Source: an optimization exercise on an open RTL-to-GDS flow (aim: small area). Production flows keep margins and buffers that such runs may drop.
Only simulation tests tie the RTL to the original design; equivalence was not proved.
The flow treats the clock pin as an ideal source, which a real chip does not have.
Power is estimated from default activity; no workload was simulated.

`flow/run.sh`:
```
#!/bin/bash
# Own layout flow: the standard flow, with the port buffers made of the
# smallest buffer cell and a clock tree built from small clock buffers
# without dummy loads.  Each tool's output goes to a log file of its own.
set -euo pipefail
export BUFFER_PORTS_ARGS="-buffer_cell sky130_fd_sc_hd__buf_1"
export CTS_ARGS="-sink_clustering_enable -repair_clock_nets -dont_use_dummy_load -buf_list {sky130_fd_sc_hd__clkbuf_4 sky130_fd_sc_hd__clkbuf_8} -sink_clustering_size 10 -sink_clustering_max_diameter 60"
bash standard.sh > flow_make.log 2>&1
```
`standard.sh`:
```
#!/bin/bash
# synth_recipe.tcl (not shown) runs the flow's synth.tcl, then flattens the netlist and writes it again
# the make line also repeats each setting of config.mk as NAME=value (left out here)
make -C /OpenROAD-flow-scripts/flow DESIGN_CONFIG=/design/flow/config.mk WORK_HOME=/design/flow/orfs CLKGATE_MAP_FILE= SYNTH_SCRIPT=/design/flow/synth_recipe.tcl "${@:-finish}"
```
`config.mk`:
```
export PLATFORM = sky130hd
export DESIGN_NAME = ref8_core
export DESIGN_NICKNAME = ref8_core
export VERILOG_FILES = /design/flow/design.v
export SDC_FILE = /design/flow/constraint.sdc
export NUM_CORES = 4
export LEC_CHECK = 0
export ABC_AREA = 1
export CAP_MARGIN = 20
export CORE_MARGIN = 2
export CORE_UTILIZATION = 60
export PLACE_DENSITY = 0.75
export SLEW_MARGIN = 20
```
`constraint.sdc`:
```
create_clock -name core_clock -period 8.0 [get_ports {clk}]
set_input_delay 1.6000 -clock core_clock [delete_from_list [all_inputs] [get_ports {clk}]]
set_output_delay 1.6000 -clock core_clock [all_outputs]
set_load 0.01 [all_outputs]
```
`design.v`:
```
module ref8_core (
    input  wire        clk,
    input  wire        rst,           
    input  wire        cmd_valid,
    input  wire        cmd_op,        
    output wire        cmd_ready,
    output wire        mem_req,
    output wire        mem_we,
    output wire [15:0] mem_addr,
    output wire [7:0]  mem_wdata,
    input  wire        mem_ready,
    input  wire [7:0]  mem_rdata,
    output wire [1:0]  phase,
    output wire        halted,
    output wire [1:0]  halt_cause,
    output wire [63:0] cycle_count,
    output wire [15:0] pc,
    output wire [15:0] sp,
    output wire [7:0]  flags,
    output wire [7:0]  r0,
    output wire [7:0]  r1,
    output wire [7:0]  r2,
    output wire [7:0]  r3
);
    localparam S_IDLE = 4'd0;
    localparam S_CLR  = 4'd1;     
    localparam S_FIN  = 4'd3;     
    localparam S_PCT  = 4'd4;     
    localparam S_TAB  = 4'd5;     
    localparam S_SPX  = 4'd6;     
    localparam S_RDF  = 4'd8;     
    localparam S_RDX  = 4'd9;     
    localparam S_WR   = 4'd10;    
    reg [4:0]  t;
    reg [31:0] ce, co;    
    reg [31:0] rl;
    reg [31:0] ps;
    reg [7:0]  bq;
    reg [15:0] ta;
    reg [7:0]  w;
    reg [7:0]  ir;
    reg        fc, fz, fv, fn;
    reg [1:0]  ph;
    reg        ill;
    reg [3:0]  st;
    reg [1:0]  n;
    reg        go, cap;
    reg        cy, c2, ccy;
    wire [4:0] f  = t;
    wire [2:0] k8 = t[2:0];
    assign cmd_ready   = (st == S_IDLE) && (t == 5'd0);
    assign mem_req     = (st == S_RDF) || (st == S_RDX) || (st == S_WR);
    assign mem_we      = (st == S_WR);
    assign mem_addr    = ta;
    assign mem_wdata   = w;
    assign phase       = ph;
    assign halted      = ph[1] & ph[0];
    assign halt_cause  = {halted & ill, halted & ~ill};
    genvar gi;
    generate
        for (gi = 0; gi < 32; gi = gi + 1) begin : g_cc
            assign cycle_count[2*gi]   = ce[gi];
            assign cycle_count[2*gi+1] = co[gi];
        end
    endgenerate
    assign pc          = ps[15:0];
    assign sp          = ps[31:16];
    assign flags       = {4'b0000, fn, fv, fz, fc};
    assign r3          = rl[7:0];
    assign r0          = rl[15:8];
    assign r1          = rl[23:16];
    assign r2          = rl[31:24];
    wire illegal = (ir[7:3] == 5'b00010 && (ir[2] || ir[1])) || (ir[7:2] == 6'b010111);
    wire len2 = (ir[7:3] == 5'b00001) || (ir == 8'h07) || (ir[7:5] == 3'b001) || (ir[7:2] == 6'b010100);
    wire len3 = (ir[7:1] == 7'b0001000) || (ir[7:3] == 5'b00011) || (ir[7:2] == 6'b010101) || (ir[7:2] == 6'b010110);
    wire len1 = !len2 && !len3;
    wire is_halt  = (ir == 8'h01);
    wire is_ret   = (ir == 8'h02);
    wire is_clsc  = (ir == 8'h03) || (ir == 8'h04);
    wire is_pushf = (ir == 8'h05);
    wire is_popf  = (ir == 8'h06);
    wire is_bra   = (ir == 8'h07);
    wire is_bcc   = (ir[7:3] == 5'b00001);
    wire is_jmp   = (ir == 8'h10);
    wire is_call  = (ir == 8'h11);
    wire is_ldx   = (ir[7:2] == 6'b000110);
    wire is_stx   = (ir[7:2] == 6'b000111);
    wire is_alui  = (ir[7:5] == 3'b001);
    wire is_mov   = (ir[7:4] == 4'b0100);
    wire is_ldi   = (ir[7:2] == 6'b010100);
    wire is_ld    = (ir[7:2] == 6'b010101);
    wire is_st    = (ir[7:2] == 6'b010110);
    wire is_unary = (ir[7:5] == 3'b011) && (ir[4:3] != 2'b11);
    wire is_push  = (ir[7:2] == 6'b011110);
    wire is_pop   = (ir[7:2] == 6'b011111);
    wire is_alur  = ir[7];
    wire is_br    = is_bra || is_bcc;
    wire is_alu   = is_alur || is_alui;
    wire use_tap  = is_alur || is_mov;
    wire use_b    = is_alui || is_ldi;
    wire use_w    = is_ld || is_ldx || is_pop;
    wire is_exe   = is_alu || is_unary || is_mov || is_ldi || use_w;
    wire is_store = is_st || is_stx;
    wire is_jr    = is_jmp || is_ret;
    wire sp_inc   = is_ret || is_pop || is_popf;
    wire is_stk   = sp_inc || is_push || is_pushf || is_call;
    wire is_mem   = is_stk || is_ld || is_ldx || is_store;
    wire [1:0] rd = use_tap ? ir[3:2] : ir[1:0];
    wire [1:0] rs = ir[1:0];
    wire rd_win = (f[4:3] == {rd[1] ^ rd[0], ~rd[0]});
    wire rs_win = (f[4:3] == {rs[1] ^ rs[0], ~rs[0]});
    reg cond;
    always @(*) begin
        case (ir[2:1])
            2'd0: cond = fz;
            2'd1: cond = fc;
            2'd2: cond = fn;
            default: cond = fv;
        endcase
    end
    wire taken = is_bra || (is_bcc && (cond ^ ir[0]));
    wire fend    = (f == 5'd31);
    wire fdone   = illegal ? (n != 2'd0) : (n == 2'd1) ? len1 : (n == 2'd2) ? len2 : (n == 2'd3) && len3;
    reg [3:0] nxt;
    always @(*) begin
        case (st)
            S_PCT:   nxt = !fdone ? S_RDF : is_mem ? S_TAB : S_FIN;
            S_TAB:   nxt = (is_ld || is_ldx) ? S_RDX : S_SPX;
            S_SPX:   nxt = sp_inc ? S_RDX : S_WR;
            S_RDF:   nxt = S_PCT;
            S_RDX:   nxt = (is_ret && n == 2'd3) ? S_SPX : S_FIN;
            S_WR:    nxt = (is_call && n == 2'd1) ? S_SPX : S_FIN;
            default: nxt = S_IDLE;
        endcase
    end
    wire a_pct = go && (st == S_PCT);
    wire a_tab = go && (st == S_TAB);
    wire a_spx = go && (st == S_SPX);
    wire a_fin = go && (st == S_FIN);
    wire a_clr = go && (st == S_CLR);
    wire fin_jr  = a_fin && is_jr;
    wire fin_br  = a_fin && is_br;
    wire sel_bw  = a_tab || fin_jr;
    wire win1    = (f[4:3] == 2'd1);
    wire on_pc  = !f[4] && (a_pct || (a_tab && is_call) || fin_jr || fin_br);
    wire on_sp  =  f[4] && a_spx && is_stk;
    wire on_t   = (!f[4] && (a_pct || a_tab)) || on_sp;
    wire x      = sel_bw ? (f[3] ? w[0] : bq[0]) : ps[0];
    wire y      = (a_spx && !sp_inc) ||
                  (a_tab && !f[3] && (is_ldx || is_stx) && rl[0]) ||
                  (fin_br && taken && (f[3] ? cy : bq[0]));
    wire cin    = (st == S_PCT) ? (n != 2'd0 && !illegal) : (st == S_SPX) && sp_inc;
    wire c2e    = (f[3:0] == 4'd0) ? cin : c2;
    wire sum    = x ^ y ^ c2e;
    wire c2n    = (x & y) | (x & c2e) | (y & c2e);
    wire a_exe  = a_fin && is_exe && rd_win;
    wire [1:0] sd = {rs[1] ^ ir[3] ^ (~rs[0] & ir[2]), rs[0] ^ ir[2]};
    wire tap    = (sd == 2'd0) ? rl[0] : (sd == 2'd1) ? rl[8] : (sd == 2'd2) ? rl[16] : rl[24];
    wire a      = rl[0];
    wire b      = use_tap ? tap : use_b ? bq[0] : w[0];
    wire [2:0] aop = ir[7] ? ir[6:4] : ir[4:2];
    wire [2:0] uop = ir[4:2];
    wire u_inc  = is_unary && (uop == 3'd0);
    wire u_dec  = is_unary && (uop == 3'd1);
    wire u_shl  = is_unary && (uop == 3'd2 || uop == 3'd4);
    wire u_shr  = is_unary && (uop == 3'd3 || uop == 3'd5);
    wire u_rot  = uop[2];
    wire arith  = (is_alu && (!aop[2] || aop == 3'd7)) || u_inc || u_dec;
    wire sub    = (is_alu && (aop == 3'd2 || aop == 3'd3 || aop == 3'd7)) || u_dec;
    wire bb     = (is_alu & b) ^ sub;
    wire cin0   = is_alu ? (aop == 3'd0 ? 1'b0 : aop == 3'd1 ? fc : aop == 3'd3 ? ~fc : 1'b1) : u_inc;
    wire cye    = (k8 == 3'd0) ? cin0 : cy;
    wire asum   = a ^ bb ^ cye;
    wire acout  = (a & bb) | (a & cye) | (bb & cye);
    reg res;
    always @(*) begin
        if (arith)                 res = asum;
        else if (u_shl)            res = (k8 == 3'd0) ? (u_rot & fc) : cy;
        else if (u_shr)            res = (k8 == 3'd7) ? (u_rot & fc) : rl[1];
        else if (!is_alu)          res = b;
        else if (aop == 3'd4)      res = a & b;
        else if (aop == 3'd5)      res = a | b;
        else                       res = a ^ b;
    end
    wire wr_rd  = !(is_alu && aop == 3'd7);
    wire fl_wr  = is_alu || is_unary;
    wire ccy_e = (t == 5'd0) ? (go && st == S_FIN) : ccy;
    wire b_ld = win1 && ((a_pct && n == 2'd2) || (a_spx && is_ret && n == 2'd3));
    wire w_sh = (win1 && (a_tab || fin_jr || b_ld || (a_spx && (is_pushf || (is_call && n == 2'd1))))) ||
                (a_fin && use_w && rd_win) ||
                (a_spx && (is_push || is_store) && rs_win);
    wire flagbit = !k8[2] && ((k8[1:0] == 2'd0) ? fc : (k8[1:0] == 2'd1) ? fz : (k8[1:0] == 2'd2) ? fv : fn);
    wire w_in = is_pushf ? flagbit : is_call ? (a_tab ? ps[0] : bq[0]) : rl[0];
    always @(posedge clk) begin
        t <= t + 5'd1;
        ce <= {a_clr ? 1'b0 : (ce[0] ^ ccy_e), ce[31:1]};
        co <= {a_clr ? 1'b0 : (co[0] ^ (ccy_e & ce[0])), co[31:1]};
        ccy <= ccy_e & ce[0] & co[0];
        rl <= {a_clr ? 1'b0 : (a_exe && wr_rd) ? res : rl[0], rl[31:1]};
        ps <= {a_clr ? 1'b0 : (on_pc || on_sp) ? sum : ps[0], ps[31:1]};
        if (sel_bw && f[4:3] == 2'd0)
            bq <= {ps[0], bq[7:1]};
        else if (b_ld)
            bq <= {w[0], bq[7:1]};
        else
            bq <= {bq[0], bq[7:1]};
        if (on_t)
            ta <= {(a_spx && sp_inc) ? x : sum, ta[15:1]};
        c2 <= c2n;
        if (cap) begin
            if (st == S_PCT && n == 2'd1) ir <= mem_rdata;
            else                          w  <= mem_rdata;
        end else if (w_sh)
            w <= {w_in, w[7:1]};
        if (a_exe) begin
            if (arith)      cy <= acout;
            else if (u_shl) cy <= a;
            else if (u_shr) cy <= (k8 == 3'd0) ? a : cy;
        end else if (k8 == 3'd7)
            cy <= bq[0];
        if (a_clr) begin
            {fn, fv, fz, fc} <= 4'd0;
        end else if (a_exe && fl_wr) begin
            fn <= res;
            fz <= ((k8 == 3'd0) | fz) & ~res;
            fv <= arith & (cye ^ acout);
            if (k8 == 3'd7) begin
                if (is_alu && arith) fc <= acout ^ sub;
                else if (u_shl)      fc <= a;
                else if (u_shr)      fc <= cy;
            end
        end else if (a_fin && is_popf) begin
            {fn, fv, fz, fc} <= w[3:0];
        end else if (a_fin && is_clsc) begin
            fc <= ir[2];
        end
        cap <= (st == S_RDF || st == S_RDX) && mem_ready;
        if (rst) begin
            t   <= 5'd0;
            st  <= S_CLR;
            go  <= 1'b0;
            ph  <= 2'd0;
            cap <= 1'b0;
        end else begin
            case (st)
                S_IDLE: begin
                    if (cmd_valid && t == 5'd0) begin
                        n  <= 2'd0;
                        go <= 1'b0;
                        if (cmd_op) begin
                            st <= S_CLR;
                            ph <= 2'd1;
                        end else if (ph == 2'd1 || ph == 2'd2) begin
                            st <= S_PCT;
                        end
                    end
                end
                S_RDF, S_RDX, S_WR: if (mem_ready) begin
                    st <= nxt;
                    go <= 1'b0;
                end
                default: begin
                    if (fend) begin
                        go <= 1'b1;
                        if (go) begin
                            st <= nxt;
                            if (st == S_PCT || st == S_SPX) n <= n + 2'd1;
                            if (st == S_FIN) begin
                                ph  <= (illegal || is_halt) ? 2'd3 : 2'd2;
                                ill <= illegal;
                            end
                        end
                    end
                end
            endcase
        end
    end
endmodule
```
==> flow_summary.ini, run 1 <==
[critical_path]
crit_required_ns = 6.40
worstSetupPathType = reg2out
timing.rr.end = ta[15]
worstPathMaxFanout = 6
r2r-start = ir[3]
r2r_setup_slack_ns = 5.09
critPathArrivalTime_ns = 2.08
cp-start-kind = flip-flop
rr_worst_depth = 9
endpoint_kind = output port

[route]
drt_first_pass_iters = 5
met2_length_um = 7540
top_layer_used = met4
vias = 5380
dr_wl_met3_um = 1360
drc_errors = 0
dr.first_iter.drc_count = 376
drtAntennaViolNets = 0
wire_per_inst_um = 15.9
m1WireLength_um = 6980
vias_per_cell = 5.28
wl_um = 16200

[floorplanning]
core_area_sq_mm = 0.0109
dieArea_sq_mm = 0.0122
die_width_um = 110
initial_utilization = 0.620
ios = 181
rows = 38
die_h_um = 110

[clocking]
h-tree-depth = 4
post-cts-setup-buffer-count = 0
root_buffer = clkbuf_8
cts_buffers = 17
clock_path_buffers = 2
cts_resized = 0
clk_latency_ns = 0.46
cts_tree = built
cts.sinks = 191
cts_hold_buf = 0
clk_pin_slew_worst_paths_ns = 0.10

[power_and_ir_drop]
report.power.total_mw = 1.50
switchingPower_mw = 0.317
power_switching_share = 0.211
p_per_area_mw_per_mm2 = 194
power_frac_seq = 0.659
p_clk_frac = 0.313
comb_power_share = 0.028
vdd_drop_max_uv = 205
power_leakage_nw = 3.25
p_int_mw = 1.18

[timing]
hold_viol_final = 0
setup_violations = 0
max_slew_margin = 0.417
post-route-period-util = 0.460
finalClockSkew_ns = 0.0248
setup_tns_ns = 0
rsz0062_at_grt = no
setup_slack_ns = 4.32
period_needed_ns = 3.68
worst-slew-pin-transition_ns = 0.867
maxSlewViolCount = 0
fmax_mhz = 272

[logic_synthesis]
synth_seq_area_share = 0.618
synth_flop_cell = dfxtp_1
synth_cells = 700
synthTopCellsByArea = dfxtp_1, edfxtp_1, nand2_1, inv_1, ha_1
synth-warning-count = 1
yosysTopAreaCell = dfxtp_1
ys_types = 49
ys_async_sr_fraction = 0
synth-seq-cells = 191
synth.cell_area_sq_mm = 0.00678
synth-edff-count = 36
syn_avg_cell_area_sq_um = 9.68
synth_top_cell_area_share = 0.458

[grt]
grt_overflow = 0
grt_usage = 0.273
antenna_found_initial = 0
first_global_vias = 5115
grt_pass1_wl_um = 24900
grt_max_degree = 20

[run_status]
status = complete, no violations

[placed_design]
dp_hpwl_um = 12400
gp_congestion = 1.00
post-place-ws_ns = 4.80
io_buffers = 176
dpl-instance-area_sq_mm = 0.00750

[hold_path]
hold_path.class = reg2reg
worstHoldStart = ps[19]
holdPathStages = 0
min_to = ps[18]

[final_layout]
final_common_cell = buf_1
layout_common_cells = buf_1, nand2_1, dfxtp_1, inv_1, nor2_1
nets = 915
drive_gt1_frac = 0.0513
fin_area_sq_mm = 0.00773
diodes = 0
area_growth_pct = 14.1

[flow_run]
maxCapViolCount = 0
per-stage QoR:
step | utilization | std cells | hold slack (ns)
2_1_floorplan | - | 703 | 0.310
3_3_place_gp | 0.685 | 1001 | 0.312
3_5_place_dp | 0.685 | 1001 | 0.314
4_1_cts | 0.707 | 1018 | 0.327
5_1_grt | 0.707 | 1018 | 0.338
6_report | 0.707 | 1018 | 0.329
worst max-delay path by stage:
stage / from / cells after the start / to
6_report: t[0] / 9 / cmd_ready
5_1_grt: t[0] / 9 / cmd_ready
4_1_cts: t[0] / 9 / cmd_ready
3_5_place_dp: t[0] / 9 / cmd_ready
3_3_place_gp: t[0] / 9 / cmd_ready
2_1_floorplan: t[0] / 8 / cmd_ready
registers in the layout, indices dropped and copies added (netlist names):
| signal | flops |
|---|---|
| go | 1 |
| ta | 16 |
| ccy | 1 |
| t | 5 |
| fc | 1 |
| cy | 1 |
| ill | 1 |
| bq | 8 |
| fv | 1 |
| st | 4 |
| rl | 32 |
| ps | 32 |
| c2 | 1 |
| w | 8 |
| fz | 1 |
| ir | 8 |
| co | 32 |
| ph | 2 |
| n | 2 |
| cap | 1 |
| fn | 1 |
| ce | 32 |
synth_stat cells (3+ instances only):
master       n
a31oi_1      5
inv_1       75
a221oi_1     3
dfxtp_1    155
a211oi_1     3
o21ai_1      4
o21ai_0     24
ha_1        20
nor2_2       6
o22ai_1      3
o2111ai_1    4
o21ai_2      3
nor3_1       8
buf_4       11
nand2_1    157
nand4_1      6
clkbuf_1     3
nand2_2      3
o211ai_1     6
nand3_1     46
edfxtp_1    36
inv_2        4
nor2_1      58
a21oi_1     26
routing by layer:
metal | vias up | track usage
li1 | 2622 | -
met1 | 2497 | 0.361
met2 | 236 | 0.425
met3 | 25 | 0.0882
met4 | 0 | 0.0946
met5 | - | 0
cell families after synthesis:
| kind of cell | count (synthesis) | share of synthesized area |
|---|---|---|
| AO/OA/AOI/OAI | 88 | 0.0809 |
| XOR/XNOR | 2 | 0.00259 |
| adder cells (fa/ha/maj) | 22 | 0.0428 |
| buffers and inverters | 99 | 0.0644 |
| flip-flops | 191 | 0.618 |
| multiplexers | 2 | 0.00314 |
| other | 1 | 0.000553 |
| AND/OR/NAND/NOR | 295 | 0.188 |
worst max-delay path: stages (launching register included):
cell and delay (ns):
dfxtp_1 0.35, inv_1 0.09, ha_1 0.14, inv_1 0.06, nor2_2 0.29, nand2_1 0.15, nor2_1 0.18, inv_1 0.10
nor2_1 0.10, buf_1 0.17
area by class of cell:
cell class / instances / area, sq um
Sequential cell: 191 / 4180
Timing Repair Buffer: 176 / 661
Multi-Input combinational cell: 413 / 2170
Clock buffer: 17 / 234
Fill cell: 844 / 3210
Tap cell: 140 / 175
Inverter: 81 / 310
power by group through the flow:
stage | Sequential (mW) | Clock, mW | Combinational (mW)
floorplan | 1.01 | 0 | 0.0307
global route | 0.991 | 0.511 | 0.0468
CTS | 0.990 | 0.476 | 0.0413
finish | 0.990 | 0.471 | 0.0417
global placement | 1.01 | 0 | 0.0396
detailed placement | 1.01 | 0 | 0.0411
==> run 2: changes to the inputs <==
--- a/design.v
+++ b/design.v
@@ -43,3 +43,2 @@
     reg [1:0]  ph;
-    reg        ill;
     reg [3:0]  st;
@@ -57,3 +56,3 @@
     assign halted      = ph[1] & ph[0];
-    assign halt_cause  = {halted & ill, halted & ~ill};
+    assign halt_cause  = {halted & ~is_halt, halted & is_halt};
     genvar gi;
@@ -122,3 +121,3 @@
     wire fend    = (f == 5'd31);
-    wire fdone   = illegal ? (n != 2'd0) : (n == 2'd1) ? len1 : (n == 2'd2) ? len2 : (n == 2'd3) && len3;
+    wire fdone   = (n == 2'd1) ? len1 : (n == 2'd2) ? len2 : (n == 2'd3) && len3;    
     reg [3:0] nxt;
@@ -238,3 +237,2 @@
         if (rst) begin
-            t   <= 5'd0;
             st  <= S_CLR;
@@ -242,3 +240,2 @@
             ph  <= 2'd0;
-            cap <= 1'b0;
         end else begin
@@ -269,3 +266,2 @@
                                 ph  <= (illegal || is_halt) ? 2'd3 : 2'd2;
-                                ill <= illegal;
                             end
==> run 2 against run 1 <==
Net effect: worst hold slack got worse by 0.014 ns; cell area is 1.3% lower; cell count down 1.9%; critical path type unchanged; highest routed layer unchanged.
==> flow_summary.ini, run 2 <==
[logic_synthesis]
syn_avg_cell_area_sq_um = 9.82
muxShareOfSynthArea = 0
yosys.area_share.adder = 0.0438
synthSimpleGateAreaFrac = 0.187
synth_compound_area_frac = 0.0717
synth_top_family_by_area = simple AND/OR/NAND/NOR gates
synth.cell_area_sq_mm = 0.00663
synth_flop_cell = dfxtp_1
synth_seq_area_share = 0.627
ys_types = 45
synth-edff-count = 35
synth-xor-area-share = 0.00793
yosysTopAreaCell = dfxtp_1
synth.most_common_cell = dfxtp_1
synth_cells = 675
synth-seq-cells = 190
synthTopCellsByArea = dfxtp_1, edfxtp_1, nand2_1, inv_1, ha_1
ys_async_sr_fraction = 0
ys_top_cells_by_count = dfxtp_1, nand2_1, inv_1
synth_top_cell_area_share = 0.468
synth-warning-count = 1

[critical_path]
rr_worst_depth = 15
critPathArrivalTime_ns = 1.93
crit_required_ns = 6.40
worstPathMaxFanout = 8
worstSetupPathType = reg2out
cp-start-kind = flip-flop
endpoint_kind = output port

[power_and_ir_drop]
comb_power_share = 0.011
power_switching_share = 0.197
p_per_area_mw_per_mm2 = 191
p_int_mw = 1.17
power_leakage_nw = 3.20
report.power.total_mw = 1.45
vdd_drop_max_uv = 177
p_clk_frac = 0.315
power_frac_seq = 0.673
switchingPower_mw = 0.287

[timing]
max_slew_margin = 0.544
setup_slack_ns = 4.47
rsz0062_at_grt = no
worst-slew-pin-transition_ns = 0.683
finalClockSkew_ns = 0.0272
post-route-period-util = 0.441
setup_tns_ns = 0
setup_violations = 0
maxSlewViolCount = 0
fmax_mhz = 283
hold_viol_final = 0
period_needed_ns = 3.53

[route]
wire_per_inst_um = 15.8
drc_errors = 0
wl_um = 15800
drtAntennaViolNets = 0
vias = 5208
drt_first_pass_iters = 5
dr.first_iter.drc_count = 446
vias_per_cell = 5.21

[final_layout]
drive_gt1_frac = 0.0640
area_growth_pct = 15.1
nets = 896
diodes = 0
fin_area_sq_mm = 0.00763
utilization = 0.707
final_common_cell = buf_1
layout_common_cells = buf_1, dfxtp_1, nand2_1, inv_1, nor2_1

[grt]
grt_max_degree = 18
first_global_vias = 4953
grt_pass1_wl_um = 24200
grt_usage = 0.272
antenna_found_initial = 0
grt_overflow = 0

[hold_path]
hold_path.class = reg2reg
holdPathStages = 0

[floorplanning]
die_h_um = 109
initial_utilization = 0.614
die_width_um = 109
rows = 38
core_area_sq_mm = 0.0108
ios = 181
dieArea_sq_mm = 0.0119

[clocking]
cts_buffers = 17
clk_pin_slew_worst_paths_ns = 0.08
clk_latency_ns = 0.46
post-cts-setup-buffer-count = 0
cts_resized = 0
clock_path_buffers = 2
root_buffer = clkbuf_8
cts.sinks = 190
cts_tree = built
h-tree-depth = 4
cts_hold_buf = 0

[placed_design]
post-place-ws_ns = 4.97
dpl-instance-area_sq_mm = 0.00740
dp_hpwl_um = 12400
gp_congestion = 1.01
io_buffers = 176

[flow_run]
maxCapViolCount = 0

[run_status]
status = complete, no violations
## run 2: cell type report
class | instances | area [sq um]
flip-flops and latches | 190 | 4150
fillers | 865 | 3160
multi-input cells | 388 | 2070
repair buffers | 177 | 668
inverters | 87 | 329
clock buffers | 17 | 234
well taps | 140 | 175
## run 2: cell families (layout without fill, tap and decap cells)
family | Yosys count | after routing
xor gates and xnor gates | 6 | 6
AOI/OAI and AO/OA | 80 | 80
buffers and inverters | 100 | 281
other | 1 | 4
DFF | 190 | 190
adders and majority gates | 22 | 22
and+or+nand+nor | 276 | 276
## run 2: final timing paths
kind	from	to	slack, ns
max	ir[7]	halt_cause[1]	4.47
min reg2reg	bq[7]	bq[6]	0.32
min	bq[7]	bq[6]	0.32
max reg2reg	ir[2]	fc	5.08
## run 2: worst max-delay path, cell delays in order, from the launching register on
cell and delay [ns]:
edfxtp_1 0.53, inv_4 0.16, nand3_4 0.12, nor2_4 0.17, inv_1 0.07, nor3_1 0.19, nor2_1 0.08, buf_1 0.15
## run 2: power by group through the flow
| stage | Sequential (mW) | Clock (mW) | Combinational, mW |
|---|---|---|---|
| finish | 0.979 | 0.459 | 0.0166 |
| global route | 0.979 | 0.504 | 0.0178 |
| CTS | 0.979 | 0.470 | 0.0163 |
| detailed placement | 1.00 | 0 | 0.0163 |
| global placement | 1.00 | 0 | 0.0158 |
| floorplan | 1.00 | 0 | 0.00967 |
## run 2: routing by layer
metal  wire length [um]  up-vias  part of all wire  GRT usage
li1                   -     2540                 -          -
met1               6670     2421              0.42      0.344
met2               7560      225              0.48      0.453
met3               1270       22             0.081     0.0652
met4                269        0             0.017     0.0971
met5                  0        -                 0          0
## run 2: stage by stage
stage / cells / hold WS [ns]
4_1_cts: 999 / 0.314
5_1_grt: 999 / 0.329
6_report: 999 / 0.315
2_1_floorplan: 678 / 0.310
3_5_place_dp: 982 / 0.314
3_3_place_gp: 982 / 0.313
==> run 3: changes to the inputs <==
==> flow/run.sh (replaced) <==
#!/bin/bash
# Own layout flow: the standard flow, with the port buffers made of the
# smallest buffer cell, and a clock tree built from clkbuf_4 without dummy
# loads, whose heavily loaded buffers are then upsized (flow/post_cts.tcl).
# Each tool's output goes to a log file of its own.
set -euo pipefail
export BUFFER_PORTS_ARGS="-buffer_cell sky130_fd_sc_hd__buf_1"
export CTS_ARGS="-sink_clustering_enable -repair_clock_nets -dont_use_dummy_load -buf_list sky130_fd_sc_hd__clkbuf_4"
export POST_CTS_TCL="$(pwd)/flow/post_cts.tcl"
bash standard.sh > flow_make.log 2>&1
==> flow/post_cts.tcl (new file) <==
# After clock tree synthesis: the tree is built from clkbuf_4; give each
# clock buffer that drives more than 11 pins a clkbuf_8, so that every
# flip-flop clock pin sees a fast edge, then legalize the placement again.
set upsized 0
foreach inst [get_cells *] {
  if {[get_property $inst ref_name] ne "sky130_fd_sc_hd__clkbuf_4"} { continue }
  set op [get_pins -of_objects $inst -filter "direction==output"]
  set loads [get_pins -of_objects [get_nets -of_objects $op] -filter "direction==input"]
  if {[llength $loads] > 11} {
    replace_cell $inst sky130_fd_sc_hd__clkbuf_8
    incr upsized
  }
}
puts "post_cts: upsized $upsized clock buffers"
detailed_placement
check_placement -verbose
estimate_parasitics -placement
--- a/config.mk
+++ b/config.mk
@@ -10,4 +10,4 @@
 export CORE_MARGIN = 2
-export CORE_UTILIZATION = 60
-export PLACE_DENSITY = 0.75
+export CORE_UTILIZATION = 66
+export PLACE_DENSITY = 0.78
 export SLEW_MARGIN = 20
==> run 3 against run 2 <==
Net effect: total power shrank 1.9%; worst setup slack worse by 0.0058 ns; sequential share of layout area is 0.38 points higher; clock skew up 0.018 ns; global-route usage is 6.5 points higher; synthesized area stayed put; non-clock buffer count unchanged; flip-flop and latch count unchanged; still clean; largest power group unchanged; via count is 5.6% higher.
==> flow_summary.ini, run 3 <==
[hold_path]
min_to = bq[3]
hold_path.class = reg2reg
worstHoldStart = bq[4]
holdPathStages = 0

[logic_synthesis]
synth_seq_area_share = 0.627
synth-seq-cells = 190
synth-warning-count = 1
yosysTopAreaCell = dfxtp_1
ys_top_cells_by_count = dfxtp_1, nand2_1, inv_1
synth.cell_area_sq_mm = 0.00663
synth_flop_cell = dfxtp_1
synth_cells = 675
ys_types = 45
synth_top_cell_area_share = 0.468
syn_avg_cell_area_sq_um = 9.82
synthTopCellsByArea = dfxtp_1, edfxtp_1, nand2_1, inv_1, ha_1
synth.most_common_cell = dfxtp_1
synth-edff-count = 35
ys_async_sr_fraction = 0

[floorplanning]
rows = 36
die_h_um = 104
initial_utilization = 0.678
ios = 181
die_width_um = 104
dieArea_sq_mm = 0.0109
core_area_sq_mm = 0.00977

[grt]
grt_usage = 0.337
grt_max_degree = 17
first_global_vias = 5486
grt_overflow = 0
grt_pass1_wl_um = 28100
antenna_found_initial = 0

[power_and_ir_drop]
vdd_drop_max_uv = 276
p_per_area_mw_per_mm2 = 188
power_leakage_nw = 3.18
report.power.total_mw = 1.43

[timing]
period_needed_ns = 3.53
hold_viol_final = 0
maxSlewViolCount = 0
fmax_mhz = 283
setup_violations = 0
worst-slew-pin-transition_ns = 0.689
rsz0062_at_grt = no
max_slew_margin = 0.539
finalClockSkew_ns = 0.0448
post-route-period-util = 0.442
setup_tns_ns = 0
whs_ns = 0.310

[route]
vias_per_cell = 5.54
drt_first_pass_iters = 5
dr_wl_met3_um = 1940
wire_per_inst_um = 18.4
drc_errors = 0
vias = 5499
wl_um = 18300
met2_length_um = 8820
top_layer_used = met4
dr.first_iter.drc_count = 581
drtAntennaViolNets = 0
m1WireLength_um = 6910

[critical_path]
r2r_setup_slack_ns = 5.02
r2r-start = ir[2]
cp-start-kind = flip-flop
timing.rr.end = fc
rr_worst_depth = 16
worstSetupPathType = reg2out
critPathArrivalTime_ns = 1.93
crit_required_ns = 6.40
cpPeakStageDelay_ns = 0.62
critPathBufInv = 2
endpoint_kind = output port
crit_slowest_cell = edfxtp_1
cp_top_family = flip-flops
worstPathMaxFanout = 15
crit_chain = nor2_2 > inv_1 > nor4_1 > buf_1

[placed_design]
io_buffers = 176
gp_congestion = 0.949
dp_hpwl_um = 13600
dp_cells = 975

[flow_run]
maxCapViolCount = 0

[final_layout]
drive_gt1_frac = 0.0640
utilization = 0.775
final_common_cell = buf_1
instances_no_fill = 992
diodes = 0
fill_cells = 674
layout_common_cells = buf_1, dfxtp_1, nand2_1, inv_1, nor2_1
area_growth_pct = 14.3
nets = 896

[clocking]
clk_latency_ns = 0.46
clk_pin_slew_worst_paths_ns = 0.09
cts.sinks = 190
cts_tree = built

[run_status]
status = complete, no violations
[run 3: cell types whose count changed in the layout (fill, tap and decap cells not counted)]
| cell | delta |
|---|---|
| clkbuf_4 | +7 |
| clkbuf_8 | -7 |
[run 3: kinds of logic (layout without fill, tap and decap cells)]
| family | Yosys count | after routing | share of synthesized area |
|---|---|---|---|
| other cells | 1 | 4 | 0.000566 |
| fa+ha+maj | 22 | 22 | 0.0438 |
| simple gates | 276 | 276 | 0.187 |
| compound gates | 80 | 80 | 0.0717 |
| xor+xnor | 6 | 6 | 0.00793 |
| buf+inv | 100 | 281 | 0.0625 |
| flops | 190 | 190 | 0.627 |
[run 3: layout make-up]
| type | count | area [sq um] | area share |
|---|---|---|---|
| Sequential cell | 190 | 4150 | 0.548 |
| Multi-Input combinational cell | 388 | 2070 | 0.273 |
| Timing Repair Buffer | 177 | 668 | 0.0882 |
| Inverter | 87 | 329 | 0.0434 |
| Clock buffer | 17 | 190 | 0.0251 |
| Tap cell | 133 | 166 | 0.0220 |
[run 3: per-stage QoR]
stage,worst slack (ns),cell area [sq um]
final,4.47,7580
after global routing,4.32,7580
after detailed placement,4.94,7390
after global placement,5.02,7390
after floorplan,5.09,6640
[run 3: worst max-delay path by stage]
stage	start	endpoint	slack [ns]	depth (start not counted)
2_1_floorplan	ir[7]	halt_cause[0]	5.09	5
3_3_place_gp	ir[7]	halt_cause[1]	5.02	7
3_5_place_dp	ir[2]	halt_cause[1]	4.94	5
5_1_grt	ir[2]	halt_cause[0]	4.32	4
6_report	ir[2]	halt_cause[0]	4.47	4
[run 3: metal layers]
layer  GRT usage  up-vias
met5           0        -
met4       0.139        0
li1            -     2538
met1       0.401     2544
met3       0.116       67
met2       0.561      350
[run 3: where the power goes]
group	switching (mW)	internal (mW)	leakage, nW
logic	0.0119	0.00509	1.51
registers	0.00606	0.974	1.56
clock network	0.277	0.152	0.104
total	0.295	1.13	3.18
[run 3: worst register-to-register path: cells and delay by family, from the launching register on]
| kind | cells | cell delay [ns] |
|---|---|---|
| flops | 1 | 0.62 |
| xor+xnor | 1 | 0.11 |
| fa+ha+maj | 1 | 0.46 |
| simple gates | 13 | 1.65 |
| compound gates | 1 | 0.06 |
==> run 4: changes to the inputs <==
--- a/config.mk
+++ b/config.mk
@@ -10,4 +10,4 @@
 export CORE_MARGIN = 2
-export CORE_UTILIZATION = 66
-export PLACE_DENSITY = 0.78
+export CORE_UTILIZATION = 60
+export PLACE_DENSITY = 0.75
 export SLEW_MARGIN = 20
==> run 4 against run 3 <==
Net effect: largest cell class unchanged; first-iteration DRC count down 16%; still clean on timing, DRC and antenna; sequential share of layout area about the same; via count is 4.8% lower; critical path type unchanged; highest routed layer unchanged; flip-flop and latch count did not move; cell area about the same; total power decreased by 1.2%.
==> flow_summary.ini, run 4 <==
[logic_synthesis]
synth_cells = 675
syn_avg_cell_area_sq_um = 9.82
ys_top_cells_by_count = dfxtp_1, nand2_1, inv_1
synthTopCellsByArea = dfxtp_1, edfxtp_1, nand2_1, inv_1, ha_1
yosysTopAreaCell = dfxtp_1
synth-seq-cells = 190
synth_top_cell_area_share = 0.468
ys_async_sr_fraction = 0
synth.most_common_cell = dfxtp_1
synth_seq_area_share = 0.627
synth-edff-count = 35
synth-warning-count = 1
synth_flop_cell = dfxtp_1
synth.cell_area_sq_mm = 0.00663
ys_types = 45

[power_and_ir_drop]
p_per_area_mw_per_mm2 = 186
power_leakage_nw = 3.18
vdd_drop_max_uv = 191
report.power.total_mw = 1.41

[timing]
rsz0062_at_grt = no
fmax_mhz = 283
finalClockSkew_ns = 0.0350
period_needed_ns = 3.54
setup_tns_ns = 0
post-route-period-util = 0.442
maxSlewViolCount = 0
hold_viol_final = 0
setup_violations = 0
max_slew_margin = 0.534
worst-slew-pin-transition_ns = 0.698

[route]
wire_per_inst_um = 15.8
drt_first_pass_iters = 5
drc_errors = 0
drtAntennaViolNets = 0
wl_um = 15800
dr.first_iter.drc_count = 488
vias_per_cell = 5.24
vias = 5233

[final_layout]
nets = 896
layout.area.seq_sq_mm = 0.00415
final_common_cell = buf_1
fill_cells = 875
drive_gt1_frac = 0.0640
area_growth_pct = 14.4
layout_common_cells = buf_1, dfxtp_1, nand2_1, inv_1, nor2_1
multi_input_area_sq_mm = 0.00207
diodes = 0

[hold_path]
min_to = bq[5]
worstHoldStart = bq[6]
holdPathStages = 0
hold_path.class = reg2reg

[grt]
grt_max_degree = 18
first_global_vias = 5011
grt_overflow = 0
grt_usage = 0.273
grt_pass1_wl_um = 24300
antenna_found_initial = 0

[critical_path]
crit_required_ns = 6.40
worstPathMaxFanout = 15
cp_top_family = flip-flops
timing.rr.end = fc
crit_slowest_cell = edfxtp_1
endpoint_kind = output port
r2r_setup_slack_ns = 5.05
critPathArrivalTime_ns = 1.94
crit_chain = nor2_2 > inv_1 > nor3_1 > nor2_1 > buf_1
critPathBufInv = 2
rr_worst_depth = 15
r2r-start = ir[2]
cp-start-kind = flip-flop
cpPeakStageDelay_ns = 0.63
worstSetupPathType = reg2out

[clocking]
clk_pin_slew_worst_paths_ns = 0.11
cts.sinks = 190
cts_tree = built
clk_latency_ns = 0.45

[run_status]
status = complete, no violations

[floorplanning]
rows = 38
initial_utilization = 0.614
dieArea_sq_mm = 0.0119
ios = 181
core_area_sq_mm = 0.0108
die_h_um = 109
die_width_um = 109

[placed_design]
gp_congestion = 1.01
io_buffers = 176
dp_hpwl_um = 12400

[flow_run]
maxCapViolCount = 0
-- run 4: worst max path at each step --
stage | from | slack (ns) | end | cells past startpoint
after floorplan | ir[7] | 5.09 | halt_cause[0] | 5
after global placement | ir[7] | 5.00 | halt_cause[1] | 7
after detailed placement | ir[7] | 4.97 | halt_cause[1] | 7
after global routing | ir[2] | 4.28 | halt_cause[1] | 5
final | ir[2] | 4.46 | halt_cause[1] | 5
-- run 4: cell type report --
| type | count | share of cell area |
|---|---|---|
| Tap cell | 140 | 0.0231 |
| Sequential cell | 190 | 0.548 |
| Clock buffer | 17 | 0.0243 |
| Timing Repair Buffer | 177 | 0.0881 |
| Inverter | 87 | 0.0434 |
| Multi-Input combinational cell | 388 | 0.273 |
-- run 4: stage by stage --
step	instance area, sq um	hold WS, ns	setup slack [ns]	std cells	utilization
3_5_place_dp	7400	0.314	4.97	982	0.685
3_3_place_gp	7400	0.313	5.00	982	0.685
2_1_floorplan	6640	0.310	5.09	678	-
5_1_grt	7580	0.282	4.28	999	0.702
6_report	7580	0.296	4.46	999	0.702
-- run 4: logic make-up after synthesis --
kind of cell,after synthesis,share of synthesized area
AO/OA/AOI/OAI,80,0.0717
XOR/XNOR,6,0.00793
adder cells (fa/ha/maj),22,0.0438
buffers and inverters,100,0.0625
flip-flops,190,0.627
other,1,0.000566
AND/OR/NAND/NOR,276,0.187
-- run 4: per-layer routing --
| metal | vias to the layer above | track usage | part of all wire |
|---|---|---|---|
| met5 | - | 0 | 0 |
| met4 | 0 | 0.105 | 0.018 |
| met3 | 26 | 0.0610 | 0.080 |
| met2 | 239 | 0.457 | 0.48 |
| li1 | 2545 | - | - |
| met1 | 2423 | 0.343 | 0.43 |
-- run 4: power breakdown --
group / internal (mW) / total, mW / switching (mW)
Sequential: 0.974 / 0.979 / 0.00456
Clock: 0.147 / 0.414 / 0.267
Combinational: 0.00508 / 0.0167 / 0.0116
-- run 4: worst reg2reg max path: cells and delay by family, from the launching register on --
kind,cells,cell delay (ns)
flip-flops,1,0.70
AO/OA/AOI/OAI,2,0.24
AND/OR/NAND/NOR,10,0.99
XOR/XNOR,1,0.10
adder cells (fa/ha/maj),2,0.83
==> run 5: changes to the inputs <==
--- a/flow/post_cts.tcl
+++ b/flow/post_cts.tcl
@@ -2,3 +2,4 @@
 # clock buffer that drives more than 11 pins a clkbuf_8, so that every
-# flip-flop clock pin sees a fast edge, then legalize the placement again.
+# flip-flop clock pin sees a fast edge.  Then size the logic down where the
+# timing allows it, and legalize the placement again.
 set upsized 0
@@ -14,2 +15,6 @@
 puts "post_cts: upsized $upsized clock buffers"
+estimate_parasitics -placement
+report_design_area
+repair_timing -recover_power 100
+report_design_area
 detailed_placement
==> run 5 against run 4 <==
Net effect: clock skew hardly changed; register-to-register slack worse by 0.12 ns; utilization shrank 0.26 points; sequential power barely moved; clock power about the same; routed wire length decreased by 0.42%; sequential share of layout area increased by 0.20 points; die area did not move; largest cell class unchanged.
==> flow_summary.ini, run 5 <==
[logic_synthesis]
synth-seq-cells = 190
syn_avg_cell_area_sq_um = 9.82
yosysTopAreaCell = dfxtp_1
synth-warning-count = 1
synthTopCellsByArea = dfxtp_1, edfxtp_1, nand2_1, inv_1, ha_1
yosys.area_share.adder = 0.0438
ys_async_sr_fraction = 0
synth_flop_cell = dfxtp_1
synth.most_common_cell = dfxtp_1
muxShareOfSynthArea = 0
synth.cell_area_sq_mm = 0.00663
synthSimpleGateAreaFrac = 0.187
synth-xor-area-share = 0.00793
ys_top_cells_by_count = dfxtp_1, nand2_1, inv_1
synth-edff-count = 35
synth_top_family_by_area = simple AND/OR/NAND/NOR gates
synth_seq_area_share = 0.627
synth_top_cell_area_share = 0.468
synth_compound_area_frac = 0.0717
ys_types = 45
synth_cells = 675

[flow_run]
maxCapViolCount = 0

[final_layout]
final_common_cell = buf_1
nets = 896
drive_gt1_frac = 0.0582
layout_common_cells = buf_1, dfxtp_1, nand2_1, inv_1, nor2_1
area_growth_pct = 14.0
diodes = 0

[critical_path]
cp_top_family = simple AND/OR/NAND/NOR gates
worstSetupPathType = reg2out
cp-start-kind = flip-flop
worstPathMaxFanout = 8
critPathArrivalTime_ns = 2.34
crit_slowest_cell = edfxtp_1
cpMostUsedCell = nor2_1
crit_required_ns = 6.40
cpPeakStageDelay_ns = 0.52
endpoint_kind = output port
crit_chain = clkinvlp_2 > nand3_1 > nor2_1 > inv_1 > nor3_1 > nor2_1 > buf_1
critPathBufInv = 3

[power_and_ir_drop]
power_frac_seq = 0.695
power_leakage_nw = 3.17
vdd_drop_max_uv = 190
comb_power_share = 0.012
p_clk_frac = 0.293
report.power.total_mw = 1.41
p_int_mw = 1.13
power_switching_share = 0.200
switchingPower_mw = 0.282
p_per_area_mw_per_mm2 = 186

[grt]
grt_usage = 0.273
first_global_vias = 5014
grt_pass1_wl_um = 24300
antenna_found_initial = 0
grt_max_degree = 18
grt_overflow = 0

[timing]
setup_slack_ns = 4.06
finalClockSkew_ns = 0.0351
hold_viol_final = 0
fmax_mhz = 254
period_needed_ns = 3.94
maxSlewViolCount = 0
rsz0062_at_grt = no
setup_tns_ns = 0
setup_violations = 0
max_slew_margin = 0.540
worst-slew-pin-transition_ns = 0.689
post-route-period-util = 0.492
whs_ns = 0.295

[clocking]
cts_tree = built
cts.sinks = 190
clk_latency_ns = 0.46
clk_pin_slew_worst_paths_ns = 0.11

[hold_path]
hold_path.class = reg2reg

[route]
wl_um = 15700
wire_per_inst_um = 15.8
drc_errors = 0
drtAntennaViolNets = 0
vias = 5219
drt_first_pass_iters = 5
vias_per_cell = 5.22
dr.first_iter.drc_count = 507

[placed_design]
io_buffers = 176
dp_hpwl_um = 12400
gp_congestion = 1.01
post-place-ws_ns = 4.97

[floorplanning]
core_area_sq_mm = 0.0108
die_width_um = 109
ios = 181
die_h_um = 109
initial_utilization = 0.614
dieArea_sq_mm = 0.0119
rows = 38

[run_status]
status = complete, no violations
[run 5: layout make-up]
cell class	instances	area, sq um
flip-flops and latches	190	4150
fillers	882	3240
multi-input cells	388	2050
repair buffers	177	664
inverters	87	328
clock buffers	17	184
well taps	140	175
[run 5: cells by family (layout without fill, tap and decap cells)]
family                     Yosys count  after routing
other                                1              4
DFF                                190            190
xor gates and xnor gates             6              6
AOI/OAI and AO/OA                   80             80
buffers and inverters              100            281
and+or+nand+nor                    276            276
adders and majority gates           22             22
[run 5: final timing paths]
path | start | to | slack (ns) | depth (start not counted)
worst max-delay path | ir[7] | halt_cause[1] | 4.06 | 7
worst min-delay path | bq[6] | bq[5] | 0.30 | 0
worst max register to register | ir[7] | ta[15] | 4.93 | 11
worst min register to register | bq[6] | bq[5] | 0.30 | 0
[run 5: layer usage]
metal	vias up	global-route usage	share of wire
met2	230	0.457	0.48
met3	22	0.0610	0.078
met4	0	0.105	0.017
met1	2423	0.343	0.42
li1	2544	-	-
met5	-	0	0
[run 5: metrics by stage]
step / cell area, sq um / utilization / cells
6_report: 7550 / 0.700 / 999
5_1_grt: 7550 / 0.700 / 999
3_5_place_dp: 7400 / 0.685 / 982
2_1_floorplan: 6640 / - / 678
3_3_place_gp: 7400 / 0.685 / 982
[run 5: power by group through the flow]
stage                     combinational (mW)  clock [mW]  sequential [mW]
after floorplan                      0.00967           0             1.00
after global placement                0.0158           0             1.00
after detailed placement              0.0163           0             1.00
after global routing                  0.0178       0.457            0.979
final                                 0.0165       0.412            0.979
==> run 6: changes to the inputs <==
--- a/flow/post_cts.tcl
+++ b/flow/post_cts.tcl
@@ -2,4 +2,5 @@
 # clock buffer that drives more than 11 pins a clkbuf_8, so that every
-# flip-flop clock pin sees a fast edge.  Then size the logic down where the
-# timing allows it, and legalize the placement again.
+# flip-flop clock pin sees a fast edge.  Then give the logic gates their
+# smallest drive strength, let repair_design fix any slew or load the
+# smaller cells cannot take, and legalize the placement again.
 set upsized 0
@@ -15,3 +16,21 @@
 puts "post_cts: upsized $upsized clock buffers"
+report_design_area
+set downsized 0
+foreach inst [get_cells *] {
+  set m [get_property $inst ref_name]
+  if {[string match "*clk*" $m] || [string match "*__df*" $m] || [string match "*__edf*" $m]} { continue }
+  if {[regexp {^(sky130_fd_sc_hd__[a-z0-9]+)_([0-9]+)$} $m -> base drive] && $drive > 1} {
+    foreach d {1 0} {
+      set lc [get_lib_cells -quiet "*/${base}_$d"]
+      if {[llength $lc] > 0} {
+        replace_cell $inst [get_full_name [lindex $lc 0]]
+        incr downsized
+        break
+      }
+    }
+  }
+}
+puts "post_cts: downsized $downsized cells"
 estimate_parasitics -placement
+repair_design
 report_design_area
==> run 6 against run 5 <==
Net effect: largest power group unchanged; register-to-register slack better by 0.09 ns; sequential share of layout area is 0.64 points higher; synthesized cell count stayed put; combinational power hardly changed; via count is 0.40% lower; highest routed layer unchanged; still clean on timing, DRC and antenna; maximum frequency is 3.7% higher; clock skew is 0.00072 ns higher; synthesized area stayed put; sequential power hardly changed.
==> flow_summary.ini, run 6 <==
[grt]
grt_busiest_layer = met2
grt_overflow = 0
grt_max_degree = 18
met1_usage = 0.343
grtUsageMet2 = 0.455
first_global_vias = 4998
met3_usage = 0.0610
grt_usage = 0.273
grt_pass1_wl_um = 24200
antenna_found_initial = 0

[flow_run]
maxCapViolCount = 0

[route]
vias = 5198
vias_per_cell = 5.20
wire_per_inst_um = 15.7
wl_um = 15700
drtAntennaViolNets = 0
drt_first_pass_iters = 5
drc_errors = 0
dr.first_iter.drc_count = 476

[logic_synthesis]
synth_cells = 675
synth-xor-area-share = 0.00793
ys_top_cells_by_count = dfxtp_1, nand2_1, inv_1
synth_seq_area_share = 0.627
synth_top_family_by_area = simple AND/OR/NAND/NOR gates
synth.cell_area_sq_mm = 0.00663
synthTopCellsByArea = dfxtp_1, edfxtp_1, nand2_1, inv_1, ha_1
ys_types = 45
ys_async_sr_fraction = 0
synth_top_cell_area_share = 0.468
muxShareOfSynthArea = 0
syn_avg_cell_area_sq_um = 9.82
synth-edff-count = 35
synth_flop_cell = dfxtp_1
synth_compound_area_frac = 0.0717
yosysTopAreaCell = dfxtp_1
synth-seq-cells = 190
synth.most_common_cell = dfxtp_1
yosys.area_share.adder = 0.0438
synthSimpleGateAreaFrac = 0.187
synth-warning-count = 1

[timing]
fmax_mhz = 263
maxSlewViolCount = 0
post-route-period-util = 0.474
max_slew_margin = 0.521
rsz0062_at_grt = no
setup_violations = 0
whs_ns = 0.294
hold_viol_final = 0
finalClockSkew_ns = 0.0358
period_needed_ns = 3.80
worst-slew-pin-transition_ns = 0.715
setup_tns_ns = 0

[final_layout]
area_growth_pct = 12.7
utilization = 0.692
drive_gt1_frac = 0.0198
layout_common_cells = buf_1, dfxtp_1, nand2_1, inv_1, nor2_1
diodes = 0
layout.area.seq_sq_mm = 0.00415
nets = 896
multi_input_area_sq_mm = 0.00196
fill_cells = 905
instances_no_fill = 999
final_common_cell = buf_1

[power_and_ir_drop]
vdd_drop_max_uv = 190
power_leakage_nw = 3.17
report.power.total_mw = 1.41
p_per_area_mw_per_mm2 = 188

[critical_path]
worstPathMaxFanout = 8
crit_slowest_cell = edfxtp_1
crit_chain = inv_1 > nand3_1 > nor2_1 > inv_1 > nor3_1 > nor2_1 > buf_1
worstSetupPathType = reg2out
critPathBufInv = 3
cpPeakStageDelay_ns = 0.48
cp-start-kind = flip-flop
crit_required_ns = 6.40
cp_top_family = simple AND/OR/NAND/NOR gates
critPathArrivalTime_ns = 2.20
endpoint_kind = output port

[run_status]
status = complete, no violations

[floorplanning]
ios = 181
dieArea_sq_mm = 0.0119
die_width_um = 109
die_h_um = 109
initial_utilization = 0.614
core_area_sq_mm = 0.0108
rows = 38

[placed_design]
dp_cells = 982
gp_congestion = 1.01
io_buffers = 176
dp_hpwl_um = 12400

[clocking]
cts_tree = built
clk_latency_ns = 0.46
clk_pin_slew_worst_paths_ns = 0.11
cts.sinks = 190

[hold_path]
hold_path.class = reg2reg
run 6: cell counts after synthesis:
No cell type changed its count.
run 6: worst reg2reg max path, cell delays in order, from the launching register on:
cell      delay [ns]
edfxtp_1        0.62
nor2_1          0.39
nand3_1         0.22
nand2_1         0.11
nand2_1         0.05
nand3_1         0.09
nand2_1         0.10
nor2_1          0.13
xor2_1          0.10
fa_1            0.46
or2_1           0.25
nand3_1         0.07
nand2_1         0.05
nand2_1         0.05
o21ai_0         0.07
nor2_1          0.09
nor2_1          0.05
run 6: path summary, 6_finish.rpt:
check / start / to / slack [ns] / depth (start not counted)
max: ir[7] / halt_cause[1] / 4.20 / 7
min: bq[6] / bq[5] / 0.29 / 0
max reg2reg: ir[2] / fc / 5.02 / 16
min reg2reg: bq[6] / bq[5] / 0.29 / 0
run 6: final cells by class:
cell class,count,area share
Multi-Input combinational cell,388,0.263
Clock buffer,17,0.0246
Tap cell,140,0.0235
Timing Repair Buffer,177,0.0890
Sequential cell,190,0.556
Inverter,87,0.0437
run 6: kinds of logic after synthesis:
logic type               Yosys count
other                              1
flip-flops                       190
AO/OA/AOI/OAI                     80
AND/OR/NAND/NOR                  276
buffers and inverters            100
adder cells (fa/ha/maj)           22
XOR/XNOR                           6
run 6: report_power, final:
group,switching [mW],internal (mW),total [mW],leakage [nW]
Combinational,0.0114,0.00509,0.0165,1.50
Clock,0.265,0.147,0.411,0.102
Sequential,0.00440,0.974,0.979,1.56
Total,0.281,1.13,1.41,3.17
run 6: metrics by stage:
stage | setup WS [ns] | cell area (sq um)
2_1_floorplan | 5.09 | 6640
3_3_place_gp | 5.00 | 7400
3_5_place_dp | 4.97 | 7400
5_1_grt | 3.91 | 7470
6_report | 4.20 | 7470
run 6: metal layers:
metal,vias up,wire (um)
met5,-,0
met4,0,329
met3,26,1250
met2,234,7490
met1,2400,6640
li1,2538,-
==> run 7: changes to the inputs <==
==> flow/run.sh (replaced) <==
#!/bin/bash
set -euo pipefail
export BUFFER_PORTS_ARGS="-buffer_cell sky130_fd_sc_hd__buf_1"
export CTS_ARGS="-sink_clustering_enable -repair_clock_nets -dont_use_dummy_load -buf_list sky130_fd_sc_hd__clkbuf_4"
export POST_CTS_TCL="$(pwd)/flow/post_cts.tcl"
bash standard.sh > flow_make.log 2>&1
==> run 7 against run 6 <==
Net effect: utilization is the same; synthesized area is the same; flip-flop and latch count is the same; worst hold slack is the same; register-to-register slack is essentially flat; synthesized cell count is the same; sequential power is essentially flat; critical path type unchanged.
==> flow_summary.ini, run 7 <==
[logic_synthesis]
synth-warning-count = 1
synth_top_family_by_area = simple AND/OR/NAND/NOR gates
synth-xor-area-share = 0.00793
synth-edff-count = 35
synth_compound_area_frac = 0.0717
syn_avg_cell_area_sq_um = 9.82
synth_flop_cell = dfxtp_1
synthSimpleGateAreaFrac = 0.187
ys_async_sr_fraction = 0
synth_cells = 675
yosysTopAreaCell = dfxtp_1
synth.most_common_cell = dfxtp_1
ys_top_cells_by_count = dfxtp_1, nand2_1, inv_1
yosys.area_share.adder = 0.0438
synth.cell_area_sq_mm = 0.00663
synthTopCellsByArea = dfxtp_1, edfxtp_1, nand2_1, inv_1, ha_1
muxShareOfSynthArea = 0
synth-seq-cells = 190
ys_types = 45
synth_seq_area_share = 0.627
synth_top_cell_area_share = 0.468

[route]
dr.first_iter.drc_count = 476
drc_errors = 0
drt_first_pass_iters = 5
wl_um = 15700
wire_per_inst_um = 15.7
vias = 5198
drtAntennaViolNets = 0
vias_per_cell = 5.20

[timing]
setup_slack_ns = 4.20
post-route-period-util = 0.474
fmax_mhz = 263
rsz0062_at_grt = no
setup_violations = 0
finalClockSkew_ns = 0.0358
setup_tns_ns = 0
worst-slew-pin-transition_ns = 0.715
maxSlewViolCount = 0
max_slew_margin = 0.521
period_needed_ns = 3.80
hold_viol_final = 0

[placed_design]
dp_hpwl_um = 12400
dpl-instance-area_sq_mm = 0.00740
post-place-ws_ns = 4.97
io_buffers = 176
gp_congestion = 1.01

[critical_path]
cp-start-kind = flip-flop
crit_required_ns = 6.40
critPathArrivalTime_ns = 2.20
worstPathMaxFanout = 8
worstSetupPathType = reg2out
endpoint_kind = output port

[power_and_ir_drop]
vdd_drop_max_uv = 190
p_per_area_mw_per_mm2 = 188
report.power.total_mw = 1.41
power_leakage_nw = 3.17

[grt]
grt_usage = 0.273
grt_overflow = 0
grt_max_degree = 18
grt_pass1_wl_um = 24200
first_global_vias = 4998
antenna_found_initial = 0

[final_layout]
drive_gt1_frac = 0.0198
final_common_cell = buf_1
area_growth_pct = 12.7
layout_common_cells = buf_1, dfxtp_1, nand2_1, inv_1, nor2_1
fill_cells = 905
multi_input_area_sq_mm = 0.00196
fin_area_sq_mm = 0.00747
nets = 896
diodes = 0
layout.area.seq_sq_mm = 0.00415

[hold_path]
hold_path.class = reg2reg

[floorplanning]
initial_utilization = 0.614
dieArea_sq_mm = 0.0119
die_width_um = 109
ios = 181
core_area_sq_mm = 0.0108
rows = 38
die_h_um = 109

[clocking]
clk_pin_slew_worst_paths_ns = 0.11
clk_latency_ns = 0.46
cts_tree = built
cts.sinks = 190

[flow_run]
maxCapViolCount = 0

[run_status]
status = complete, no violations
run 7: through the flow:
stage / hold WS, ns / cells / utilization
finish: 0.294 / 999 / 0.692
global route: 0.282 / 999 / 0.692
detailed placement: 0.314 / 982 / 0.685
global placement: 0.313 / 982 / 0.685
floorplan: 0.310 / 678 / -
run 7: logic make-up after synthesis:
group,count (synthesis)
flip-flops,190
other,1
AND/OR/NAND/NOR,276
buffers and inverters,100
XOR/XNOR,6
adder cells (fa/ha/maj),22
AO/OA/AOI/OAI,80
run 7: power breakdown:
group / internal (mW) / switching, mW / total, mW / leakage (nW)
Combinational: 0.00509 / 0.0114 / 0.0165 / 1.50
Sequential: 0.974 / 0.00440 / 0.979 / 1.56
Clock: 0.147 / 0.265 / 0.411 / 0.102
Total: 1.13 / 0.281 / 1.41 / 3.17
run 7: critical path, stage by stage, from the launching register on:
cell,delay (ns)
edfxtp_1,0.48
inv_1,0.22
nand3_1,0.19
nor2_1,0.36
inv_1,0.10
nor3_1,0.20
nor2_1,0.08
buf_1,0.14
run 7: final timing paths:
check | start | slack [ns] | to | cells past startpoint
min | bq[6] | 0.29 | bq[5] | 0
min reg2reg | bq[6] | 0.29 | bq[5] | 0
max | ir[7] | 4.20 | halt_cause[1] | 7
max reg2reg | ir[2] | 5.02 | fc | 16
run 7: per-layer routing:
| layer | GRT usage | wire, um | vias to the layer above |
|---|---|---|---|
| li1 | - | - | 2538 |
| met2 | 0.455 | 7490 | 234 |
| met5 | 0 | 0 | - |
| met1 | 0.343 | 6640 | 2400 |
| met4 | 0.111 | 329 | 0 |
| met3 | 0.0610 | 1250 | 26 |
run 7: final cells by class:
cell class / count / share of cell area
Sequential cell: 190 / 0.556
Multi-Input combinational cell: 388 / 0.263
Timing Repair Buffer: 177 / 0.0890
Inverter: 87 / 0.0437
Clock buffer: 17 / 0.0246
Tap cell: 140 / 0.0235
==> run 8: changes to the inputs <==
--- a/flow/run.sh
+++ b/flow/run.sh
@@ -4,2 +4,3 @@
 export CTS_ARGS="-sink_clustering_enable -repair_clock_nets -dont_use_dummy_load -buf_list sky130_fd_sc_hd__clkbuf_4"
+export SKIP_REPAIR_TIE_FANOUT=1
 export POST_CTS_TCL="$(pwd)/flow/post_cts.tcl"
==> run 8 against run 7 <==
Net effect: worst setup slack lost 0.21 ns; routed wire length is 1.0% lower; register-to-register slack worse by 0.07 ns; first-iteration DRC count down 13%; global-route usage is 0.48 points lower; clock skew decreased by 0.0038 ns; total power up 0.57%; combinational power down 3%; cell area about the same; die area unchanged; largest power group unchanged.
==> flow_summary.ini, run 8 <==
[route]
drt_first_pass_iters = 5
drtAntennaViolNets = 0
dr.first_iter.drc_count = 415
drc_errors = 0
vias = 5220
wire_per_inst_um = 15.6
vias_per_cell = 5.24
wl_um = 15500

[logic_synthesis]
synth-seq-cells = 190
ys_top_cells_by_count = dfxtp_1, nand2_1, inv_1
synth_cells = 675
syn_avg_cell_area_sq_um = 9.82
yosys.area_share.adder = 0.0438
synth_top_family_by_area = simple AND/OR/NAND/NOR gates
synthSimpleGateAreaFrac = 0.187
synth-edff-count = 35
synth.cell_area_sq_mm = 0.00663
ys_types = 45
synth-warning-count = 1
synth_flop_cell = dfxtp_1
yosysTopAreaCell = dfxtp_1
muxShareOfSynthArea = 0
synth_top_cell_area_share = 0.468
synthTopCellsByArea = dfxtp_1, edfxtp_1, nand2_1, inv_1, ha_1
synth.most_common_cell = dfxtp_1
ys_async_sr_fraction = 0
synth_compound_area_frac = 0.0717
synth-xor-area-share = 0.00793
synth_seq_area_share = 0.627

[critical_path]
cp-start-kind = flip-flop
cpPeakStageDelay_ns = 0.51
cpMostUsedCell = inv_1
worstSetupPathType = reg2out
crit_slowest_cell = edfxtp_1
crit_chain = inv_1 > nand3_1 > nor2_1 > inv_1 > nor4_1 > buf_1
r2r-start = ir[2]
critPathArrivalTime_ns = 2.40
crit_required_ns = 6.40
timing.critical_path.from = ir[7]
critPathBufInv = 3
cp_top_family = simple AND/OR/NAND/NOR gates
worstPathMaxFanout = 8
endpoint_kind = output port

[flow_run]
maxCapViolCount = 0

[floorplanning]
core_area_sq_mm = 0.0108
dieArea_sq_mm = 0.0119
die_h_um = 109
die_width_um = 109
initial_utilization = 0.614
ios = 181
rows = 38

[grt]
antenna_found_initial = 0
met1_usage = 0.336
grt_max_degree = 19
grt_usage = 0.268
grt_pass1_wl_um = 24000
met3_usage = 0.0813
grt_overflow = 0
grt_busiest_layer = met2
grtUsageMet2 = 0.441
first_global_vias = 4845

[placed_design]
gp_congestion = 0.914
dp_cells = 979
dp_hpwl_um = 12200
io_buffers = 176

[timing]
max_slew_margin = 0.523
post-route-period-util = 0.501
maxSlewViolCount = 0
setup_violations = 0
rsz0062_at_grt = no
finalClockSkew_ns = 0.0320
setup_tns_ns = 0
worst-slew-pin-transition_ns = 0.713
fmax_mhz = 250
hold_viol_final = 0
period_needed_ns = 4.00

[final_layout]
diodes = 0
layout_common_cells = buf_1, dfxtp_1, nand2_1, inv_1, nor2_1
area_growth_pct = 12.6
nets = 893
final_common_cell = buf_1
instances_no_fill = 996
drive_gt1_frac = 0.0199

[power_and_ir_drop]
vdd_drop_max_uv = 207
power_leakage_nw = 3.16
p_per_area_mw_per_mm2 = 190

[clocking]
clk_latency_ns = 0.45
clk_pin_slew_worst_paths_ns = 0.10
cts_tree = built
cts.sinks = 190

[run_status]
status = complete, no violations

[hold_path]
worstHoldStart = rl[25]
hold_path.class = reg2reg
-- run 8: cell count changes in the layout (fill, tap and decap cells not counted) --
cell,before,now
or2_0,1,2
clkbuf_4,8,7
clkbuf_8,9,10
o21ai_0,28,29
o21ai_1,8,7
conb_1,4,1
or2_1,4,3
-- run 8: cell type report --
type	instances	area (sq um)
Multi-Input combinational cell	385	1950
Clock buffer	17	190
Inverter	87	327
Sequential cell	190	4150
Timing Repair Buffer	177	664
Tap cell	140	175
Fill cell	876	3330
-- run 8: metal layers --
layer / up-vias / share of wire
met2: 239 / 0.47
met4: 0 / 0.019
li1: 2540 / -
met5: - / 0
met1: 2413 / 0.41
met3: 28 / 0.097
-- run 8: path summary, 6_finish.rpt --
path,to,slack [ns],depth (start not counted)
worst max-delay path,halt_cause[0],4.00,6
worst min-delay path,rl[24],0.32,0
worst max register to register,fc,4.95,16
worst min register to register,rl[24],0.32,0
-- run 8: worst reg2reg max path, stage by stage, from the launching register on --
cell and delay [ns]:
edfxtp_1 0.61, nor2_1 0.37, nand3_1 0.23, nand2_1 0.12, nand2_1 0.06, nand3_1 0.11
nand2_1 0.11, nor2_1 0.13, xor2_1 0.10, fa_1 0.46, or2_1 0.25, nand3_1 0.06
nand2_1 0.05, nand2_1 0.06, o21ai_0 0.08, nor2_1 0.10, nor2_1 0.05
-- run 8: where the power goes --
part | leakage, nW | internal, mW | total (mW) | switching [mW]
clock | 0.104 | 0.152 | 0.420 | 0.268
sequential | 1.56 | 0.974 | 0.979 | 0.00474
combinational | 1.49 | 0.00508 | 0.0160 | 0.0109
-- run 8: cells by family (layout without fill, tap and decap cells) --
logic type	after synthesis	after routing
DFF	190	190
adders and majority gates	22	22
AOI/OAI and AO/OA	80	80
xor gates and xnor gates	6	6
and+or+nand+nor	276	276
other	1	1
buffers and inverters	100	281
-- run 8: stage by stage --
step                      power (mW)  worst slack (ns)  hold WS [ns]  cell area, sq um  utilization
after floorplan                 1.01              5.09         0.310              6630            -
after global placement          1.02              4.78         0.314              7390        0.684
after detailed placement        1.02              4.79         0.313              7390        0.684
after global routing            1.47              3.80         0.323              7460        0.691
final                           1.41              4.00         0.323              7460        0.691

## what the ideal ports hide
The results above use ideal ports. As a check the final layouts listed here were re-extracted and re-timed, cells and wires unchanged. Step 1: set_driving_cell puts a clkbuf_16 on clk and a buf_2 on each other input, an assumption about the parent block. Step 2 moves the port delays by t, midway between the first and last clock arrival at a register: inputs arrive t later, outputs are due t later. That takes back most of the time a late clock gives input paths. Three values: ideal, step 1, step 2; two values: the first two.
| run | shift t [ns] | setup slack, ns | hold WS [ns] | worst setup path after step 2 |
|---|---|---|---|---|
| run 1 | 0.479 | 4.319 / 4.284 / 4.762 | 0.329 / 0.329 / 0.329 | register to output |
| run 2 | 0.485 | 4.472 / 4.434 / 4.920 | 0.315 / 0.315 / 0.315 | register to output |
| run 3 | 0.474 | 4.466 / 4.428 / 4.902 | 0.310 / 0.310 / 0.310 | register to output |
| run 4 | 0.472 | 4.461 / 4.425 / 4.897 | 0.296 / 0.296 / 0.296 | register to output |
| run 5 | 0.471 | 4.064 / 4.028 / 4.499 | 0.295 / 0.295 / 0.295 | register to output |
| run 6 | 0.473 | 4.205 / 4.168 / 4.640 | 0.294 / 0.294 / 0.294 | register to output |
| run 7 | 0.473 | 4.205 / 4.168 / 4.640 | 0.294 / 0.294 / 0.294 | register to output |
| run 8 | 0.467 | 3.996 / 3.964 / 4.431 | 0.323 / 0.323 / 0.323 | register to output |
After both steps every run listed still meets setup and hold.
